From an optimization exercise on the open Yosys and OpenROAD flow, aimed at small area, a short achievable clock period and few clock cycles per item; shortcuts taken in it are not production practice. In this exercise RTL edits were held to simulation tests only and were not proved equivalent to the original. Power and IR drop assume default switching activity.

==> exp/amber <==
==> flow/design.v (excerpt) <==
module lzdec (
    input  wire        clk,
    input  wire        rst,             
    input  wire        cmd_valid,
    output wire        cmd_ready,
    input  wire        cmd_kind,        
    input  wire        cmd_len_known,
    input  wire        cmd_cap_en,
    input  wire [15:0] cmd_src_len,
    input  wire [31:0] cmd_skip,
    input  wire [31:0] cmd_take,
    input  wire [31:0] cmd_max_out,
    input  wire [7:0]  cmd_fill,
    input  wire        in_valid,
    input  wire [7:0]  in_data,
    output wire        in_ready,
    output wire        out_valid,
    output wire [7:0]  out_data,
    input  wire        out_ready,
    output wire        done,
    output wire [2:0]  err,
    output wire        win_we,
    output wire [11:0] win_waddr,
    output wire [7:0]  win_wdata,
    output wire [11:0] win_raddr,
    input  wire [7:0]  win_rdata
);
==> flow/config.mk <==
export PLATFORM = sky130hd
export DESIGN_NAME = lzdec
export DESIGN_NICKNAME = lzdec
export VERILOG_FILES = /design/flow/design.v
export SDC_FILE = /design/flow/constraint.sdc
export NUM_CORES = 4
export LEC_CHECK = 0
export ABC_CLOCK_PERIOD_IN_PS = 3500
export CAP_MARGIN = 0
export CORE_MARGIN = 2
export CORE_UTILIZATION = 60
export CTS_BUF_LIST = sky130_fd_sc_hd__clkbuf_4 sky130_fd_sc_hd__clkbuf_8
export CTS_CLUSTER_DIAMETER = 60
export CTS_CLUSTER_SIZE = 30
export SETUP_SLACK_MARGIN = 1.5
export SLEW_MARGIN = 0
==> flow/constraint.sdc <==
create_clock -name core_clock -period 6.0 [get_ports {clk}]
set_input_delay 1.2000 -clock core_clock [delete_from_list [all_inputs] [get_ports {clk}]]
set_output_delay 1.2000 -clock core_clock [all_outputs]
set_load 0.01 [all_outputs]
standard.sh (not shown) runs the stock make flow with config.mk's settings and CLKGATE_MAP_FILE= SYNTH_SCRIPT=/design/flow/synth_recipe.tcl, a recipe that flattens the netlist after the stock synthesis.
==> flow/flow/run.sh <==
#!/bin/bash
# The standard layout, with the port buffers that buffer_ports inserts made of
# plain buffers (buf_2) instead of the delay-buffer cell it picks by default.
set -euo pipefail
export BUFFER_PORTS_ARGS="-buffer_cell sky130_fd_sc_hd__buf_2"
bash standard.sh > standard_flow.log 2>&1
==> inputs of exp/fjord, as changes to exp/amber <==
--- a/flow/design.v
+++ b/flow/design.v
@@ -202,14 +202,15 @@
                     e_lit = 1'b1;
                 end else begin
                     lo_n[7:0] = db;
                     ps_n      = P_LM1;
                     if (db_pf && port_av && cpy_ok) begin
                         dbl   = 1'b1;
                         e_cpy = 1'b1;
+                        e_fast = 1'b1;
                         e_d   = {1'b0, in_data[7:4], pf};
                         e_n   = {29'd0, in_data[3:0]} + 33'd3;
                         ps_n  = P_TOK;
                         if ({in_data[7:4], pf} == 12'd0) begin
                             e_end = 1'b1;
                             e_err = E_RANGE;
                         end else begin
@@ -380,14 +381,15 @@
                 end
             end
         end
         P_LM1: begin
             brd   = 1'b1;
             bok   = cpy_ok;
             e_cpy = 1'b1;
+            e_fast = 1'b1;
             e_d   = {1'b0, db[7:4], pd[7:0]};
             e_n   = {29'd0, db[3:0]} + 33'd3;
             ps_n  = P_TOK;
             if ({db[7:4], pd[7:0]} == 12'd0) begin
                 e_end = 1'b1;
                 e_err = E_RANGE;
             end else begin
@@ -433,43 +435,26 @@
     wire c_pf = stepping && pf_v &&
                 (vref || (brd && db_pf && ok_emit && bits_ok));
     assign in_ready = stepping && !src_z && (!pf_v || c_pf);
     wire byte_take  = in_ready && in_valid;
     wire c_port = commit && ((brd && !db_pf) || dbl);
     wire lit_go  = commit && e_lit;
     wire cpy_go  = commit && e_cpyv;   
-    wire fast_go = commit && e_fast && !c_act && w_acc;
+    wire fast_go = commit && e_fast && e_cpyv && !c_act && w_acc;
     wire ent_r   = r2w || fast_go;     
-    function [13:0] sub14(input [13:0] a, input [13:0] b);
-        reg [13:0] gen, pro, gg, pp, tg, tp;
-        integer i, d;
-        begin
-            gen = a & ~b;
-            pro = a ^ ~b;
-            gg  = gen;
-            pp  = pro;
-            gg[0] = gen[0] | pro[0];         
-            for (d = 1; d < 14; d = d * 2) begin
-                tg = gg;
-                tp = pp;
-                for (i = d; i < 14; i = i + 1) begin
-                    gg[i] = tg[i] | (tp[i] & tg[i - d]);
-                    pp[i] = tp[i] & tp[i - d];
-                end
-            end
-            sub14[0] = ~pro[0];
-            for (i = 1; i < 14; i = i + 1)
-                sub14[i] = pro[i] ^ gg[i - 1];
-        end
-    endfunction
-    wire [12:0] dsel = c_act ? c_d : last_off;
-    wire [13:0] rsrc = sub14({1'b0, full, ni}, {1'b0, dsel});
-    wire        rneg = rsrc[13];   
-    wire        rbyp = c_act ? c_byp : (last_off == 13'd1);
-    assign win_raddr = rsrc[11:0];
+    wire [12:0] dsel  = c_act ? c_d : last_off;
+    wire [13:0] rsrc  = {1'b0, full, ni} - {1'b0, dsel};
+    wire [7:0]  lb0   = (ps == P_LM1) ? last_off[7:0] : pf;
+    wire [13:0] lx    = {1'b0, full, ni} - {6'd0, lb0};
+    wire [5:0]  lhi   = lx[13:8] - {2'b00, in_data[7:4]};
+    wire        lzf   = !c_act && !kind;
+    wire        rneg  = lzf ? lhi[5] : rsrc[13];   
+    wire        rbyp  = c_act ? c_byp :
+                        (kind ? (last_off == 13'd1) : ({in_data[7:4], lb0} == 12'd1));
+    assign win_raddr = lzf ? {lhi[3:0], lx[7:0]} : rsrc[11:0];
     always @(posedge clk) begin
         if (rst) begin
             run     <= 1'b0;
             fin     <= 1'b0;
             err_r   <= E_NONE;
             ps      <= P_IDLE;
             c_act   <= 1'b0;
- ABC_AREA: unset -> 1
- CTS_BUF_LIST: sky130_fd_sc_hd__clkbuf_4 sky130_fd_sc_hd__clkbuf_8 -> unset
- CTS_CLUSTER_DIAMETER: 60 -> unset
- CTS_CLUSTER_SIZE: 30 -> unset
==> summary of the runs <==
exp/amber finished with timing, DRC and antenna clean. exp/fjord finished clean. Against exp/amber, the first-iteration DRC count of exp/fjord is larger by about 22%. Synthesized area: exp/amber is lower than exp/fjord (7.8%). Sequential power: exp/amber is smaller than exp/fjord (about 2%). Against exp/fjord, the wire length of exp/amber is smaller by about 12%. Between exp/amber and exp/fjord, the lower clock power is in exp/amber (gap about 30%, measured against exp/fjord). Against exp/amber, the critical path depth of exp/fjord is higher by 6. Against exp/fjord, the fmax of exp/amber is larger by about 9%. Of exp/fjord and exp/amber, exp/fjord has the higher via count (gap about 16%, measured against exp/amber). Of exp/amber and exp/fjord, exp/amber has the higher register-to-register slack (gap 0.54 ns). Global-route usage: exp/fjord is higher than exp/amber (1.9 points).
==> figures <==
quantity	exp/amber	exp/fjord
Depth of the CTS H-tree	1	2
Total CTS buffers	30	34
Data arrival, critical path	3.50 ns	3.92 ns
Final worst setup slack	1.30 ns	0.881 ns
DPL Wire Length	40400 um	46500 um
Worst r2r path cells	16	39
Register share of the cell area	0.373	0.344
Area of the core	32400 um^2	34700 um^2
Placed Cells	2738	3394
Outcome	timing/DRC/antenna clean	timing/DRC/antenna clean
Part of the total power dissipated in the clock network	0.311	0.352
DR WL met3	4610 um	6290 um
Post-synthesis instance area	19600 um^2	21300 um^2
Highest cell delay on the worst timing path	0.55 ns	0.40 ns
Non-clock inverter count in the final layout	54	384
Clock skew after layout	0.0254 ns	0.0158 ns
Worst hold-check slack	0.482 ns	0.457 ns
Final min period	4.70 ns	5.12 ns
Max stage delay cell, worst path	sky130_fd_sc_hd__or4_4	sky130_fd_sc_hd__dfxtp_4
Comb power frac	0.177	0.245
Clk power	1460 uW	2130 uW
Wire length on met2	26700 um	29700 um
Testbench counts of exp/amber, summed over its fixed seeds: cycles 593,582, bytes 529,560.
Testbench counts of exp/fjord, summed over its fixed seeds: cycles 579,604, bytes 529,560.

---

==> 07-10: inputs <==
lzdec, a different RTL version from the one above (not shown whole).
Design lzdec, start of the top module:
module lzdec (
    input  wire        clk,
    input  wire        rst,             
    input  wire        cmd_valid,
    output wire        cmd_ready,
    input  wire        cmd_kind,        
    input  wire        cmd_len_known,
    input  wire        cmd_cap_en,
    input  wire [15:0] cmd_src_len,
    input  wire [31:0] cmd_skip,
    input  wire [31:0] cmd_take,
    input  wire [31:0] cmd_max_out,
    input  wire [7:0]  cmd_fill,
    input  wire        in_valid,
    input  wire [7:0]  in_data,
    output wire        in_ready,
    output wire        out_valid,
    output wire [7:0]  out_data,
    input  wire        out_ready,
    output wire        done,
    output wire [2:0]  err,
    output wire        win_we,
    output wire [11:0] win_waddr,
    output wire [7:0]  win_wdata,
    output wire [11:0] win_raddr,
    input  wire [7:0]  win_rdata
);
==> flow/config.mk <==
export PLATFORM = sky130hd
export DESIGN_NAME = lzdec
export DESIGN_NICKNAME = lzdec
export VERILOG_FILES = /design/flow/design.v
export SDC_FILE = /design/flow/constraint.sdc
export NUM_CORES = 4
export LEC_CHECK = 0
export ABC_CLOCK_PERIOD_IN_PS = 3000
export CAP_MARGIN = 0
export CORE_MARGIN = 2
export CORE_UTILIZATION = 55
export SETUP_SLACK_MARGIN = 2.5
export SLEW_MARGIN = 0
==> flow/constraint.sdc <==
create_clock -name core_clock -period 6.0 [get_ports {clk}]
set_input_delay 1.2000 -clock core_clock [delete_from_list [all_inputs] [get_ports {clk}]]
set_output_delay 1.2000 -clock core_clock [all_outputs]
set_load 0.01 [all_outputs]
Scripts as last shown in full above: flow/flow/run.sh
==> inputs of 12-07, as changes to 07-10 <==
--- a/flow/design.v
+++ b/flow/design.v
@@ -72,13 +72,14 @@
     reg         far_bad;       
     reg         far_a1;        
     reg         far_a2;        
     reg         c_act;
     reg         c_last;
     reg         c_off;         
-    reg  [32:0] c_n;
+    reg  [31:0] c_n;
+    reg  [1:0]  c_x;           
     reg  [12:0] c_d;           
     reg         w_valid;
     reg         w_ram;         
     reg  [7:0]  w_byte;        
     reg  [11:0] ni;            
     reg         full;          
@@ -129,13 +130,14 @@
     reg         e_lit;         
     reg         e_cpy;         
     reg         e_cpyv;        
     reg         e_n1, e_n2, e_fast, e_end;
     reg  [7:0]  e_litv;
     reg  [12:0] e_d;
-    reg  [32:0] e_n;
+    reg  [31:0] e_n;
+    reg  [1:0]  e_x;
     reg  [2:0]  e_err;
     reg         cbit;
     reg  [31:0] gval;
     reg  [3:0]  dd;
     reg         sdone;
     reg         two;           
@@ -169,13 +171,14 @@
         e_n1    = 1'b0;
         e_n2    = 1'b0;
         e_fast  = 1'b0;
         e_end   = 1'b0;
         e_litv  = db;
         e_d     = pd;
-        e_n     = 33'd0;
+        e_n     = 32'd0;
+        e_x     = 2'd0;
         e_err   = len_known ? E_TRUNC : E_NONE;
         cbit    = 1'b0;
         gval    = gv;
         dd      = 4'd0;
         sdone   = 1'b0;
         two     = 1'b0;
@@ -203,13 +206,13 @@
                     lo_n[7:0] = db;
                     ps_n      = P_LM1;
                     if (db_pf && port_av && cpy_ok) begin
                         dbl   = 1'b1;
                         e_cpy = 1'b1;
                         e_d   = {1'b0, in_data[7:4], pf};
-                        e_n   = {29'd0, in_data[3:0]} + 33'd3;
+                        e_n   = {28'd0, in_data[3:0]} + 32'd3;
                         ps_n  = P_TOK;
                         if ({in_data[7:4], pf} == 12'd0) begin
                             e_end = 1'b1;
                             e_err = E_RANGE;
                         end else begin
                             e_cpyv = 1'b1;
@@ -283,13 +286,13 @@
                     e_lit  = 1'b1;
                     e_litv = 8'h00;
                 end else begin
                     e_cpy  = 1'b1;
                     e_cpyv = 1'b1;
                     e_d    = {9'd0, dd};
-                    e_n    = 33'd1;
+                    e_n    = 32'd1;
                     e_n1   = 1'b1;
                 end
             end
         end
         P_GAM, P_GC: begin
             nbits = 1'b1;
@@ -351,13 +354,13 @@
                             e_err = E_RANGE;
                         end else begin
                             e_cpy  = 1'b1;
                             e_cpyv = 1'b1;
                             e_fast = 1'b1;
                             e_d    = last_off;
-                            e_n    = {1'b0, gval};
+                            e_n    = gval;
                             e_n2   = gv2;
                             lwm_n  = 1'b1;
                             ps_n   = P_TOK;
                         end
                     end
                     default: begin
@@ -367,13 +370,14 @@
                         end else begin
                             e_cpy  = 1'b1;
                             e_cpyv = 1'b1;
                             e_fast = 1'b1;
                             e_n2   = gv2 && !far_a1 && !far_a2;
                             e_d    = pd;
-                            e_n    = {1'b0, gval} + {31'd0, far_a2, far_a1};
+                            e_n    = gval;
+                            e_x    = {far_a2, far_a1};
                             lwm_n  = 1'b1;
                             ps_n   = P_TOK;
                         end
                     end
                     endcase
                 end
@@ -381,13 +385,13 @@
         end
         P_LM1: begin
             brd   = 1'b1;
             bok   = cpy_ok;
             e_cpy = 1'b1;
             e_d   = {1'b0, db[7:4], pd[7:0]};
-            e_n   = {29'd0, db[3:0]} + 33'd3;
+            e_n   = {28'd0, db[3:0]} + 32'd3;
             ps_n  = P_TOK;
             if ({db[7:4], pd[7:0]} == 12'd0) begin
                 e_end = 1'b1;
                 e_err = E_RANGE;
             end else begin
                 e_cpyv = 1'b1;
@@ -405,13 +409,13 @@
         end
         if (near_do) begin
             brd   = 1'b1;
             bok   = cpy_ok;
             e_cpy = 1'b1;
             e_d   = {6'd0, db[7:1]};
-            e_n   = db[0] ? 33'd3 : 33'd2;
+            e_n   = db[0] ? 32'd3 : 32'd2;
             lo_n  = {6'd0, db[7:1]};
             lo_set_n = 1'b1;
             lwm_n = 1'b1;
             ps_n  = P_TOK;
             if (db[7:1] == 7'd0)
                 e_end = 1'b1;
@@ -467,17 +471,16 @@
             end
             sub14[0] = ~pro[0];
             for (i = 1; i < 14; i = i + 1)
                 sub14[i] = pro[i] ^ gg[i - 1];
         end
     endfunction
-    wire [13:0] rsrc_c = sub14({1'b0, full, ni}, {1'b0, c_d});
-    wire [13:0] rsrc_l = sub14({1'b0, full, ni}, {1'b0, last_off});
-    wire [13:0] rsrc   = c_act ? rsrc_c : rsrc_l;
-    wire        rneg   = rsrc[13];   
-    wire        rbyp   = c_act ? (c_d == 13'd1) : (last_off == 13'd1);   
+    wire [12:0] dsel = c_act ? c_d : last_off;
+    wire [13:0] rsrc = sub14({1'b0, full, ni}, {1'b0, dsel});
+    wire        rneg = rsrc[13];   
+    wire        rbyp = (dsel == 13'd1);    
     assign win_raddr = rsrc[11:0];
     always @(posedge clk) begin
         if (rst) begin
             run     <= 1'b0;
             fin     <= 1'b0;
             err_r   <= E_NONE;
@@ -555,18 +558,22 @@
                 last_off <= lo_n;
                 if (e_end)
                     err_r <= e_err;
             end
             if (!c_act || (c_last && r2w)) begin
                 c_n    <= e_n;
+                c_x    <= e_x;
                 c_last <= fast_go ? e_n2 : e_n1;
                 c_off  <= fast_go;
                 c_d    <= e_d;
             end else if (r2w) begin
-                c_n    <= c_n - 33'd1;
-                c_last <= (c_n == {31'd0, 1'b1, c_off});
+                if (c_x != 2'd0)
+                    c_x <= c_x - 2'd1;
+                else
+                    c_n <= c_n - 32'd1;
+                c_last <= (c_n == {30'd0, 2'd2 + {1'b0, c_off} - c_x});
             end
             if (cpy_go)
                 c_act <= !(fast_go && e_n1);
             else if (r2w && c_last)
                 c_act <= 1'b0;
             if (ent_r || lit_go) begin
ABC_CLOCK_PERIOD_IN_PS = 3500   (was 3000)
CORE_UTILIZATION = 60   (was 55)
SETUP_SLACK_MARGIN = 1.8   (was 2.5)
==> comparison <==
12-07 completed without violations. 07-10 finished clean. Against 07-10, the worst setup slack of 12-07 is lower by 0.44 ns. In 07-10 the clock skew is higher than in 12-07, by 0.0077 ns. Between 12-07 and 07-10, the lower count of clock-buffer cells in the layout is in 07-10 (gap 2). Of 07-10 and 12-07, 07-10 has the higher via count (gap 23%, measured against 12-07). Between 12-07 and 07-10, the lower sequential share of layout area is in 07-10 (gap 7.3 points). Against 12-07, the synthesized cell count of 07-10 is larger by about 12%. Of 07-10 and 12-07, 07-10 has the higher first-iteration DRC count (gap 78%, measured against 12-07). Area after synthesis: 12-07 is lower than 07-10 (about 7%). Between 07-10 and 12-07, the lower clock power is in 12-07 (gap 11%, measured against 12-07).
==> figures <==
| metric | 12-07 | 07-10 |
|---|---|---|
| Area of the placeable core | 30510 um^2 | 35740 um^2 |
| Wire length of the first global-routing pass | 84410 um | 99000 um |
| Core Rows | 64 | 69 |
| Clk pwr | 1.84 mW | 2.05 mW |
| GP Congestion | 0.9852 | 0.9680 |
| Total non-filler cell area in the finished layout | 21540 um^2 | 26380 um^2 |
| Run status | complete, no violations | complete, no violations |
| Footprint of the multi-input gates | 9856 um^2 | 12540 um^2 |
| Met2 usage | 52.80% | 50.29% |
| Max Fclk | 217.9 MHz | 241.0 MHz |
| Internal cell power | 3.773 mW | 3.978 mW |
| Antenna violations before repair | 2 | 3 |
| Number of nets at the end of the flow | 2380 | 2815 |
| Part of the total power dissipated in the clock network | 34.7% | 36.6% |
| Cells on worst reg2reg path | 15 | 16 |
| Flip-flop and latch power | 2.40 mW | 2.37 mW |
| Non-CTS inverters | 53 | 72 |
| Launching point of the worst reg2reg path | c_act | kind |
| Well-Tap Cells | 396 | 461 |
Testbench counts of 07-10, summed over its fixed seeds: cycles 594,718, bytes 529,560.
Testbench counts of 12-07, summed over its fixed seeds: cycles 594,718, bytes 529,560.

port drivers added, routing unchanged:
The results above use ideal ports. As a check the final layouts listed here were re-extracted and re-timed, cells and wires unchanged.
Step 1, drivers: a clkbuf_16 drives clk and a buf_2 each remaining input, both assumed.
Step 2 also shifts input and output timing later by t, the mid clock arrival at the registers, as if the neighbouring blocks saw the same clock.
a / b / c = no drivers / after step 1 / after step 2; a / b = the first two.
| run | t, ns | slack for setup (ns) | slew at the worst register clock pin (ns) | worst slew at a driven data input, ns | cell pins on the clock port's net |
|---|---|---|---|---|---|
| exp/amber | 0.673 | 1.299 / 1.248 / 1.281 | 0.11 / 0.11 | 0.05 | 1 |
| exp/fjord | 0.591 | 0.881 / 0.822 / 1.083 | 0.06 / 0.06 | 0.07 | 1 |
| 07-10 | 0.605 | 1.851 / 1.793 / 1.629 | 0.07 / 0.07 | 0.07 | 1 |
| 12-07 | 0.621 | 1.410 / 1.356 / 1.505 | 0.06 / 0.06 | 0.06 | 1 |
After both steps setup and hold are still met in every run listed. The setup slack of 07-10, which loses most, moves by -0.058 ns with the drivers and by -0.222 ns with both steps.
